What follows belongs to an exercise in optimizing a design on an open flow for small area, a short achievable clock period and few clock cycles; a production flow would make more cautious choices. Only simulation tests tie the RTL to the original design; equivalence was not proved. Power is estimated from default activity; no workload was simulated.

==> run E <==
// musicbytes_synth
module musicbytes_synth (
    input  wire        clk,
    input  wire        rst,
    input  wire        note_valid,
    output wire        note_ready,
    input  wire [7:0]  note_tempo,
    input  wire [3:0]  note_dur,
    input  wire [7:0]  note_vol,
    input  wire [21:0] note_freq,
    output wire        out_valid,
    input  wire        out_ready,
    output wire [15:0] out_sample
);
Settings: LEC_CHECK=0, ABC_AREA=1, CAP_MARGIN=20, CORE_MARGIN=2, CORE_UTILIZATION=30, SLEW_MARGIN=20, SYNTH_MEMORY_MAX_BITS=16384; clock period 12.0 ns.
standard.sh (not shown) runs the stock make flow with config.mk's settings and CLKGATE_MAP_FILE= SYNTH_SCRIPT=/design/flow/synth_recipe.tcl, a recipe that flattens the netlist after the stock synthesis.
==> flow/flow/run.sh <==
#!/bin/bash
set -euo pipefail
bash standard.sh SETUP_SLACK_MARGIN=8.5 finish > flow_make.log 2>&1
==> run A: changes against run E <==
--- a/flow/design.v
+++ b/flow/design.v
@@ -28,41 +28,38 @@
     reg [11:0] ph;
     reg        c;
     reg [17:0] cnt;          
     reg [7:0]  vol;
     reg [9:0]  addr;         
     reg        a10, sa, va;
     reg [14:0] mag;
     reg        sr, vr;
-    reg [15:0] ma, mb;       
-    reg        mc, sm, vm;
     reg [15:0] outq;
     reg        ov;
     reg        nr;           
     wire run   = (state == S_RUN);
     wire div1a = (state == S_DIV1A);
     wire div1  = div1a | (state == S_DIV1B);
     wire div2  = (state == S_DIV2);
     wire stall   = ov & ~out_ready;
-    wire drained = ~va & ~vr & ~vm & ~ov;
+    wire drained = ~va & ~vr & ~ov;
     wire [3:0]  cp_in = (note_dur >= 4'd9) ? 5'd17 - note_dur : 4'd8 - note_dur;
     wire [7:0]  tm    = dreg[7:0];
     wire [7:0]  bpm   = (tm < 8'd120) ? tm + 8'd120 :
                         (tm < 8'd240) ? tm : tm - 8'd120;
     wire        bit_in = div1a ? X_BASE[k] : div2 & dreg[17];
     wire [18:0] t_run  = {1'b0, e} + {1'b0, dreg};
     wire [18:0] t      = run ? t_run : {e, bit_in};
     wire [17:0] op_b   = div1 ? {10'd0, dreg[7:0]} : q[18:1];
     wire        cin_u  = div1 | ~q[0];
     wire [19:0] u      = {1'b0, t} + {2'b11, ~op_b} + {19'd0, cin_u};
     wire        ge     = ~u[19];
     wire [17:0] e_nx   = ge ? u[17:0] : t[17:0];
-    reg         lastq;
-    wire        pre_last = (cnt == {16'd0, ~q[0], q[0]});
+    wire        last   = (cnt == {17'd0, ~q[0]});
     wire        to_div2 = (div1a & (k == 5'd0) & (cnt[3:0] == 4'd0)) |
                           ((state == S_DIV1B) & (cnt[3:0] == 4'd1));
     wire [14:0] table_q;
     sine_table u_table (.a(addr), .q(table_q));
     wire [10:0] addr_nx = ph[10] ? (11'd1024 - {1'b0, ph[9:0]}) : {1'b0, ph[9:0]};
     wire ms1 = (mag[6] & vol[0]) ^ (mag[5] & vol[1]);
     wire mc2 = (mag[6] & vol[0]) & (mag[5] & vol[1]);
     wire ms3 = (mag[7] & vol[0]) ^ (mag[6] & vol[1]) ^ (mag[5] & vol[2]);
@@ -256,46 +253,43 @@
     wire ms191 = ms153 ^ mc118 ^ mc152;
     wire mc192 = (ms153 & mc118) | (mc152 & (ms153 ^ mc118));
     wire ms193 = ms155 ^ mc120 ^ mc154;
     wire mc194 = (ms155 & mc120) | (mc154 & (ms155 ^ mc120));
     wire ms195 = (mag[14] & vol[7]) ^ sr ^ mc156;
     wire mc196 = ((mag[14] & vol[7]) & sr) | (mc156 & ((mag[14] & vol[7]) ^ sr));
     wire [23:0] mrow_a = {sr, sr, ms195, ms193, ms191, ms189, ms187, ms185, ms183, ms181, ms179, ms177, ms175, ms173, ms171, ms169, ms167, ms165, ms163, ms161, ms159, ms157, (mag[1] & vol[0]), (mag[0] & vol[0])};
     wire [23:0] mrow_b = {1'b0, mc196, mc194, mc192, mc190, mc188, mc186, mc184, mc182, mc180, mc178, mc176, mc174, mc172, mc170, mc168, mc166, mc164, mc162, mc160, mc158, (mag[0] & vol[2]), (mag[0] & vol[1]), 1'b0};
-    wire [8:0]  low_sum = {1'b0, mrow_a[7:0]} + {1'b0, mrow_b[7:0]};
-    wire [15:0] scaled  = ma + mb + {15'd0, mc};
-    wire [15:0] out_val = scaled ^ {16{sm}};
+    wire [23:0] scaled = mrow_a + mrow_b;
+    wire [15:0] out_val = scaled[23:8] ^ {16{sr}};
     assign note_ready = nr;
     assign out_valid  = ov;
     assign out_sample = outq;
     always @(posedge clk) begin
         if (rst) begin
             state <= S_IDLE;
             va    <= 1'b0;
             vr    <= 1'b0;
-            vm    <= 1'b0;
             ov    <= 1'b0;
             nr    <= 1'b0;
         end else begin
             nr <= (state == S_LAST) & drained & ~(nr & note_valid);
             if (!stall) begin
                 va <= run;
                 vr <= va;
-                vm <= vr;
-                ov <= vm;
+                ov <= vr;
             end
             case (state)
                 S_IDLE:  if (note_valid) state <= S_PREP;
                 S_PREP:  state <= S_DIV1A;
                 S_DIV1A: if (k == 5'd0) state <= to_div2 ? S_DIV2 : S_DIV1B;
                 S_DIV1B: if (to_div2) state <= S_DIV2;
                 S_DIV2:  if (k == 5'd0) state <= S_LAST;
                 S_LAST:  if (nr && note_valid) state <= S_RUN;
-                S_RUN:   if (!stall && lastq) state <= S_IDLE;
+                S_RUN:   if (!stall && last) state <= S_IDLE;
                 default: state <= S_IDLE;
             endcase
         end
     end
     always @(posedge clk) begin
         case (state)
             S_IDLE: begin
                 dreg[7:0] <= note_tempo;
@@ -318,45 +312,39 @@
                     k                <= 5'd25;
                 end
             end
             S_DIV2: begin
                 e                <= e_nx;
                 dph              <= {dph[10:0], ge};
                 {dreg, cnt[3:0]} <= {dreg[16:0], cnt[3:0], 1'b0};
                 k                <= k - 5'd1;
+                if (k == 5'd0) dreg <= e_nx;
             end
             S_LAST: begin
-                cnt   <= q[18:1];
-                lastq <= 1'b0;
-                dreg  <= e;
-                ph    <= 12'd0;
-                c     <= 1'b0;
+                cnt <= q[18:1];
+                ph  <= 12'd0;
+                c   <= 1'b0;
                 if (nr) vol <= note_vol;
             end
             S_RUN: begin
                 if (!stall) begin
                     ph  <= ph + dph + {11'd0, c};
                     e   <= e_nx;
                     c   <= ge;
                     cnt <= cnt - 18'd1;
-                    lastq <= pre_last;
                 end
             end
             default: ;
         endcase
         if (!stall) begin
             {a10, addr} <= addr_nx;
             sa   <= ph[11];
             mag  <= table_q | {15{a10}};
             sr   <= sa;
-            ma   <= mrow_a[23:8];
-            mb   <= mrow_b[23:8];
-            mc   <= low_sum[8];
-            sm   <= sr;
             outq <= out_val;
         end
     end
 endmodule
 module sine_table(a, q);
   input [9:0] a;
   wire [9:0] a;
   output [14:0] q;
==> flow/run.sh (new file) <==
#!/bin/bash
# synth_recipe.tcl (not shown) runs the flow's synth.tcl, then flattens the netlist and writes it again
# the make line also repeats each setting of config.mk as NAME=value (left out here)
make -C /OpenROAD-flow-scripts/flow DESIGN_CONFIG=/design/flow/config.mk WORK_HOME=/design/flow/orfs CLKGATE_MAP_FILE= SYNTH_SCRIPT=/design/flow/synth_recipe.tcl finish
- ABC_AREA: 1 -> not set
removed: flow/flow/run.sh
removed: flow/standard.sh
==> run G: changes against run E <==
--- a/flow/design.v
+++ b/flow/design.v
@@ -28,41 +28,38 @@
     reg [11:0] ph;
     reg        c;
     reg [17:0] cnt;          
     reg [7:0]  vol;
     reg [9:0]  addr;         
     reg        a10, sa, va;
     reg [14:0] mag;
     reg        sr, vr;
-    reg [15:0] ma, mb;       
-    reg        mc, sm, vm;
     reg [15:0] outq;
     reg        ov;
     reg        nr;           
     wire run   = (state == S_RUN);
     wire div1a = (state == S_DIV1A);
     wire div1  = div1a | (state == S_DIV1B);
     wire div2  = (state == S_DIV2);
     wire stall   = ov & ~out_ready;
-    wire drained = ~va & ~vr & ~vm & ~ov;
+    wire drained = ~va & ~vr & ~ov;
     wire [3:0]  cp_in = (note_dur >= 4'd9) ? 5'd17 - note_dur : 4'd8 - note_dur;
     wire [7:0]  tm    = dreg[7:0];
     wire [7:0]  bpm   = (tm < 8'd120) ? tm + 8'd120 :
                         (tm < 8'd240) ? tm : tm - 8'd120;
     wire        bit_in = div1a ? X_BASE[k] : div2 & dreg[17];
     wire [18:0] t_run  = {1'b0, e} + {1'b0, dreg};
     wire [18:0] t      = run ? t_run : {e, bit_in};
     wire [17:0] op_b   = div1 ? {10'd0, dreg[7:0]} : q[18:1];
     wire        cin_u  = div1 | ~q[0];
     wire [19:0] u      = {1'b0, t} + {2'b11, ~op_b} + {19'd0, cin_u};
     wire        ge     = ~u[19];
     wire [17:0] e_nx   = ge ? u[17:0] : t[17:0];
-    reg         lastq;
-    wire        pre_last = (cnt == {16'd0, ~q[0], q[0]});
+    wire        last   = (cnt == {17'd0, ~q[0]});
     wire        to_div2 = (div1a & (k == 5'd0) & (cnt[3:0] == 4'd0)) |
                           ((state == S_DIV1B) & (cnt[3:0] == 4'd1));
     wire [14:0] table_q;
     sine_table u_table (.a(addr), .q(table_q));
     wire [10:0] addr_nx = ph[10] ? (11'd1024 - {1'b0, ph[9:0]}) : {1'b0, ph[9:0]};
     wire ms1 = (mag[6] & vol[0]) ^ (mag[5] & vol[1]);
     wire mc2 = (mag[6] & vol[0]) & (mag[5] & vol[1]);
     wire ms3 = (mag[7] & vol[0]) ^ (mag[6] & vol[1]) ^ (mag[5] & vol[2]);
@@ -256,46 +253,43 @@
     wire ms191 = ms153 ^ mc118 ^ mc152;
     wire mc192 = (ms153 & mc118) | (mc152 & (ms153 ^ mc118));
     wire ms193 = ms155 ^ mc120 ^ mc154;
     wire mc194 = (ms155 & mc120) | (mc154 & (ms155 ^ mc120));
     wire ms195 = (mag[14] & vol[7]) ^ sr ^ mc156;
     wire mc196 = ((mag[14] & vol[7]) & sr) | (mc156 & ((mag[14] & vol[7]) ^ sr));
     wire [23:0] mrow_a = {sr, sr, ms195, ms193, ms191, ms189, ms187, ms185, ms183, ms181, ms179, ms177, ms175, ms173, ms171, ms169, ms167, ms165, ms163, ms161, ms159, ms157, (mag[1] & vol[0]), (mag[0] & vol[0])};
     wire [23:0] mrow_b = {1'b0, mc196, mc194, mc192, mc190, mc188, mc186, mc184, mc182, mc180, mc178, mc176, mc174, mc172, mc170, mc168, mc166, mc164, mc162, mc160, mc158, (mag[0] & vol[2]), (mag[0] & vol[1]), 1'b0};
-    wire [8:0]  low_sum = {1'b0, mrow_a[7:0]} + {1'b0, mrow_b[7:0]};
-    wire [15:0] scaled  = ma + mb + {15'd0, mc};
-    wire [15:0] out_val = scaled ^ {16{sm}};
+    wire [23:0] scaled = mrow_a + mrow_b;
+    wire [15:0] out_val = scaled[23:8] ^ {16{sr}};
     assign note_ready = nr;
     assign out_valid  = ov;
     assign out_sample = outq;
     always @(posedge clk) begin
         if (rst) begin
             state <= S_IDLE;
             va    <= 1'b0;
             vr    <= 1'b0;
-            vm    <= 1'b0;
             ov    <= 1'b0;
             nr    <= 1'b0;
         end else begin
             nr <= (state == S_LAST) & drained & ~(nr & note_valid);
             if (!stall) begin
                 va <= run;
                 vr <= va;
-                vm <= vr;
-                ov <= vm;
+                ov <= vr;
             end
             case (state)
                 S_IDLE:  if (note_valid) state <= S_PREP;
                 S_PREP:  state <= S_DIV1A;
                 S_DIV1A: if (k == 5'd0) state <= to_div2 ? S_DIV2 : S_DIV1B;
                 S_DIV1B: if (to_div2) state <= S_DIV2;
                 S_DIV2:  if (k == 5'd0) state <= S_LAST;
                 S_LAST:  if (nr && note_valid) state <= S_RUN;
-                S_RUN:   if (!stall && lastq) state <= S_IDLE;
+                S_RUN:   if (!stall && last) state <= S_IDLE;
                 default: state <= S_IDLE;
             endcase
         end
     end
     always @(posedge clk) begin
         case (state)
             S_IDLE: begin
                 dreg[7:0] <= note_tempo;
@@ -318,45 +312,39 @@
                     k                <= 5'd25;
                 end
             end
             S_DIV2: begin
                 e                <= e_nx;
                 dph              <= {dph[10:0], ge};
                 {dreg, cnt[3:0]} <= {dreg[16:0], cnt[3:0], 1'b0};
                 k                <= k - 5'd1;
+                if (k == 5'd0) dreg <= e_nx;
             end
             S_LAST: begin
-                cnt   <= q[18:1];
-                lastq <= 1'b0;
-                dreg  <= e;
-                ph    <= 12'd0;
-                c     <= 1'b0;
+                cnt <= q[18:1];
+                ph  <= 12'd0;
+                c   <= 1'b0;
                 if (nr) vol <= note_vol;
             end
             S_RUN: begin
                 if (!stall) begin
                     ph  <= ph + dph + {11'd0, c};
                     e   <= e_nx;
                     c   <= ge;
                     cnt <= cnt - 18'd1;
-                    lastq <= pre_last;
                 end
             end
             default: ;
         endcase
         if (!stall) begin
             {a10, addr} <= addr_nx;
             sa   <= ph[11];
             mag  <= table_q | {15{a10}};
             sr   <= sa;
-            ma   <= mrow_a[23:8];
-            mb   <= mrow_b[23:8];
-            mc   <= low_sum[8];
-            sm   <= sr;
             outq <= out_val;
         end
     end
 endmodule
 module sine_table(a, q);
   input [9:0] a;
   wire [9:0] a;
   output [14:0] q;
==> flow/run.sh (new file) <==
#!/bin/bash
# synth_recipe.tcl (not shown) runs the flow's synth.tcl, then flattens the netlist and writes it again
# the make line also repeats each setting of config.mk as NAME=value (left out here)
make -C /OpenROAD-flow-scripts/flow DESIGN_CONFIG=/design/flow/config.mk WORK_HOME=/design/flow/orfs CLKGATE_MAP_FILE= SYNTH_SCRIPT=/design/flow/synth_recipe.tcl finish
removed: flow/flow/run.sh
removed: flow/standard.sh
==> run R: changes against run E <==
--- a/flow/design.v
+++ b/flow/design.v
@@ -28,41 +28,38 @@
     reg [11:0] ph;
     reg        c;
     reg [17:0] cnt;          
     reg [7:0]  vol;
     reg [9:0]  addr;         
     reg        a10, sa, va;
     reg [14:0] mag;
     reg        sr, vr;
-    reg [15:0] ma, mb;       
-    reg        mc, sm, vm;
     reg [15:0] outq;
     reg        ov;
     reg        nr;           
     wire run   = (state == S_RUN);
     wire div1a = (state == S_DIV1A);
     wire div1  = div1a | (state == S_DIV1B);
     wire div2  = (state == S_DIV2);
     wire stall   = ov & ~out_ready;
-    wire drained = ~va & ~vr & ~vm & ~ov;
+    wire drained = ~va & ~vr & ~ov;
     wire [3:0]  cp_in = (note_dur >= 4'd9) ? 5'd17 - note_dur : 4'd8 - note_dur;
     wire [7:0]  tm    = dreg[7:0];
     wire [7:0]  bpm   = (tm < 8'd120) ? tm + 8'd120 :
                         (tm < 8'd240) ? tm : tm - 8'd120;
     wire        bit_in = div1a ? X_BASE[k] : div2 & dreg[17];
     wire [18:0] t_run  = {1'b0, e} + {1'b0, dreg};
     wire [18:0] t      = run ? t_run : {e, bit_in};
     wire [17:0] op_b   = div1 ? {10'd0, dreg[7:0]} : q[18:1];
     wire        cin_u  = div1 | ~q[0];
     wire [19:0] u      = {1'b0, t} + {2'b11, ~op_b} + {19'd0, cin_u};
     wire        ge     = ~u[19];
     wire [17:0] e_nx   = ge ? u[17:0] : t[17:0];
-    reg         lastq;
-    wire        pre_last = (cnt == {16'd0, ~q[0], q[0]});
+    wire        last   = (cnt == {17'd0, ~q[0]});
     wire        to_div2 = (div1a & (k == 5'd0) & (cnt[3:0] == 4'd0)) |
                           ((state == S_DIV1B) & (cnt[3:0] == 4'd1));
     wire [14:0] table_q;
     sine_table u_table (.a(addr), .q(table_q));
     wire [10:0] addr_nx = ph[10] ? (11'd1024 - {1'b0, ph[9:0]}) : {1'b0, ph[9:0]};
     wire ms1 = (mag[6] & vol[0]) ^ (mag[5] & vol[1]);
     wire mc2 = (mag[6] & vol[0]) & (mag[5] & vol[1]);
     wire ms3 = (mag[7] & vol[0]) ^ (mag[6] & vol[1]) ^ (mag[5] & vol[2]);
@@ -256,46 +253,43 @@
     wire ms191 = ms153 ^ mc118 ^ mc152;
     wire mc192 = (ms153 & mc118) | (mc152 & (ms153 ^ mc118));
     wire ms193 = ms155 ^ mc120 ^ mc154;
     wire mc194 = (ms155 & mc120) | (mc154 & (ms155 ^ mc120));
     wire ms195 = (mag[14] & vol[7]) ^ sr ^ mc156;
     wire mc196 = ((mag[14] & vol[7]) & sr) | (mc156 & ((mag[14] & vol[7]) ^ sr));
     wire [23:0] mrow_a = {sr, sr, ms195, ms193, ms191, ms189, ms187, ms185, ms183, ms181, ms179, ms177, ms175, ms173, ms171, ms169, ms167, ms165, ms163, ms161, ms159, ms157, (mag[1] & vol[0]), (mag[0] & vol[0])};
     wire [23:0] mrow_b = {1'b0, mc196, mc194, mc192, mc190, mc188, mc186, mc184, mc182, mc180, mc178, mc176, mc174, mc172, mc170, mc168, mc166, mc164, mc162, mc160, mc158, (mag[0] & vol[2]), (mag[0] & vol[1]), 1'b0};
-    wire [8:0]  low_sum = {1'b0, mrow_a[7:0]} + {1'b0, mrow_b[7:0]};
-    wire [15:0] scaled  = ma + mb + {15'd0, mc};
-    wire [15:0] out_val = scaled ^ {16{sm}};
+    wire [23:0] scaled = mrow_a + mrow_b;
+    wire [15:0] out_val = scaled[23:8] ^ {16{sr}};
     assign note_ready = nr;
     assign out_valid  = ov;
     assign out_sample = outq;
     always @(posedge clk) begin
         if (rst) begin
             state <= S_IDLE;
             va    <= 1'b0;
             vr    <= 1'b0;
-            vm    <= 1'b0;
             ov    <= 1'b0;
             nr    <= 1'b0;
         end else begin
             nr <= (state == S_LAST) & drained & ~(nr & note_valid);
             if (!stall) begin
                 va <= run;
                 vr <= va;
-                vm <= vr;
-                ov <= vm;
+                ov <= vr;
             end
             case (state)
                 S_IDLE:  if (note_valid) state <= S_PREP;
                 S_PREP:  state <= S_DIV1A;
                 S_DIV1A: if (k == 5'd0) state <= to_div2 ? S_DIV2 : S_DIV1B;
                 S_DIV1B: if (to_div2) state <= S_DIV2;
                 S_DIV2:  if (k == 5'd0) state <= S_LAST;
                 S_LAST:  if (nr && note_valid) state <= S_RUN;
-                S_RUN:   if (!stall && lastq) state <= S_IDLE;
+                S_RUN:   if (!stall && last) state <= S_IDLE;
                 default: state <= S_IDLE;
             endcase
         end
     end
     always @(posedge clk) begin
         case (state)
             S_IDLE: begin
                 dreg[7:0] <= note_tempo;
@@ -318,45 +312,39 @@
                     k                <= 5'd25;
                 end
             end
             S_DIV2: begin
                 e                <= e_nx;
                 dph              <= {dph[10:0], ge};
                 {dreg, cnt[3:0]} <= {dreg[16:0], cnt[3:0], 1'b0};
                 k                <= k - 5'd1;
+                if (k == 5'd0) dreg <= e_nx;
             end
             S_LAST: begin
-                cnt   <= q[18:1];
-                lastq <= 1'b0;
-                dreg  <= e;
-                ph    <= 12'd0;
-                c     <= 1'b0;
+                cnt <= q[18:1];
+                ph  <= 12'd0;
+                c   <= 1'b0;
                 if (nr) vol <= note_vol;
             end
             S_RUN: begin
                 if (!stall) begin
                     ph  <= ph + dph + {11'd0, c};
                     e   <= e_nx;
                     c   <= ge;
                     cnt <= cnt - 18'd1;
-                    lastq <= pre_last;
                 end
             end
             default: ;
         endcase
         if (!stall) begin
             {a10, addr} <= addr_nx;
             sa   <= ph[11];
             mag  <= table_q | {15{a10}};
             sr   <= sa;
-            ma   <= mrow_a[23:8];
-            mb   <= mrow_b[23:8];
-            mc   <= low_sum[8];
-            sm   <= sr;
             outq <= out_val;
         end
     end
 endmodule
 module sine_table(a, q);
   input [9:0] a;
   wire [9:0] a;
   output [14:0] q;
==> flow/flow/run.sh (replaced) <==
#!/bin/bash
set -euo pipefail
bash standard.sh SETUP_SLACK_MARGIN=7.5 finish > flow_make.log 2>&1
==> run notes <==
Fmax: run E is larger than run A (63%).
Against run E, the synthesized area of run A is smaller by about 6%.
Against run A, the final cell count of run G is higher by about 7%.
The highest routed wire length belongs to run G, the lowest to run A.
Run R passed the timing, DRC and antenna checks. Run A ran to the end with no violations. Run E completed without violations. Run G finished with timing, DRC and antenna clean.
In run A the clock-buffer cell count is higher than in run E, by 1.
Combinational power: run E > run R > run G > run A.
Between run R and run E, the lower flip-flop and latch count is in run R (gap 33).
In run E the first-iteration DRC count is higher than in run G, by about 4.7%.
The lowest sequential power belongs to run A, the highest to run E.
==> figures <==
	run A	run E	run G	run R
Status	timing/DRC/antenna clean	timing/DRC/antenna clean	timing/DRC/antenna clean	timing/DRC/antenna clean
Number of enable-type register cells in the synthesized netlist	155	187	155	155
Clock transition at the registers of the reported paths	70 ps	80 ps	60 ps	80 ps
Post-synthesis compound-gate area fraction	29.04%	13.06%	21.11%	21.11%
Filler Cell Count	7719	8398	7787	7728
Fraction of layout instances using a drive strength above 1	5.169%	11.25%	4.703%	8.907%
VDD IR max	0.00008295 V	0.0001284 V	0.0001363 V	0.0001076 V
Part of the power in the clock network	21.3%	12.3%	16.3%	15.9%
Clock network area share	2.366%	2.200%	2.403%	2.367%
Number of synthesized register bits	162	195	162	162
Starting Density	30.39%	30.12%	30.26%	30.26%
Critical Path Sink	outq[14]$_DFFE_PN_	mag[1]$_DFFE_PN_	outq[13]$_DFFE_PN_	mag[4]$_DFFE_PN_
Required arrival time at the worst endpoint	12190 ps	12130 ps	12200 ps	12290 ps
Worst clock skew on the final layout	15.26 ps	16.84 ps	14.98 ps	24.56 ps
Vias in the first global route	23.39k	25.13k	23.98k	24.16k
Number of flip-flops and latches	162	195	162	162
P per Cell Area	107.8 nW/µm²	177.6 nW/µm²	142.3 nW/µm²	142.4 nW/µm²
Pin count of the biggest net entering global routing	119	82	85	53
Inverter count	174	513	492	492
Testbench counts of run E, summed over its fixed seeds: cycles 1,809,065.
Testbench counts of run A, summed over its fixed seeds: cycles 1,809,057.
Testbench counts of run G, summed over its fixed seeds: cycles 1,809,057.
Testbench counts of run R, summed over its fixed seeds: cycles 1,809,057.

[afterwards: timing with drivers on the ports]
The results above use ideal ports. As a check the final layouts listed here were re-extracted and re-timed, cells and wires unchanged. Step 1 assumes that a clkbuf_16 drives the clock port and a buf_2 every other input. Step 2, shift: input delay + t, output delay - t, t = (earliest + latest rising clock arrival at the registers) / 2. This alone moves slack from input paths to output paths. Three values: no drivers, after step 1, after step 2; two values: the first two.
| run | t (ns) | slack for setup (ns) | worst setup path after step 2 |
|---|---|---|---|
| run E | 0.522 | 8.421 / 8.421 / 8.103 | input to register |
| run A | 0.496 | 6.153 / 6.153 / 6.153 | register to register |
| run G | 0.506 | 6.406 / 6.406 / 6.406 | register to register |
| run R | 0.495 | 7.045 / 7.045 / 7.045 | register to register |
After both steps setup and hold are still met in every run listed. For run E, which loses most, drivers alone change the setup slack by 0.000 ns; drivers and shift together by -0.318 ns.
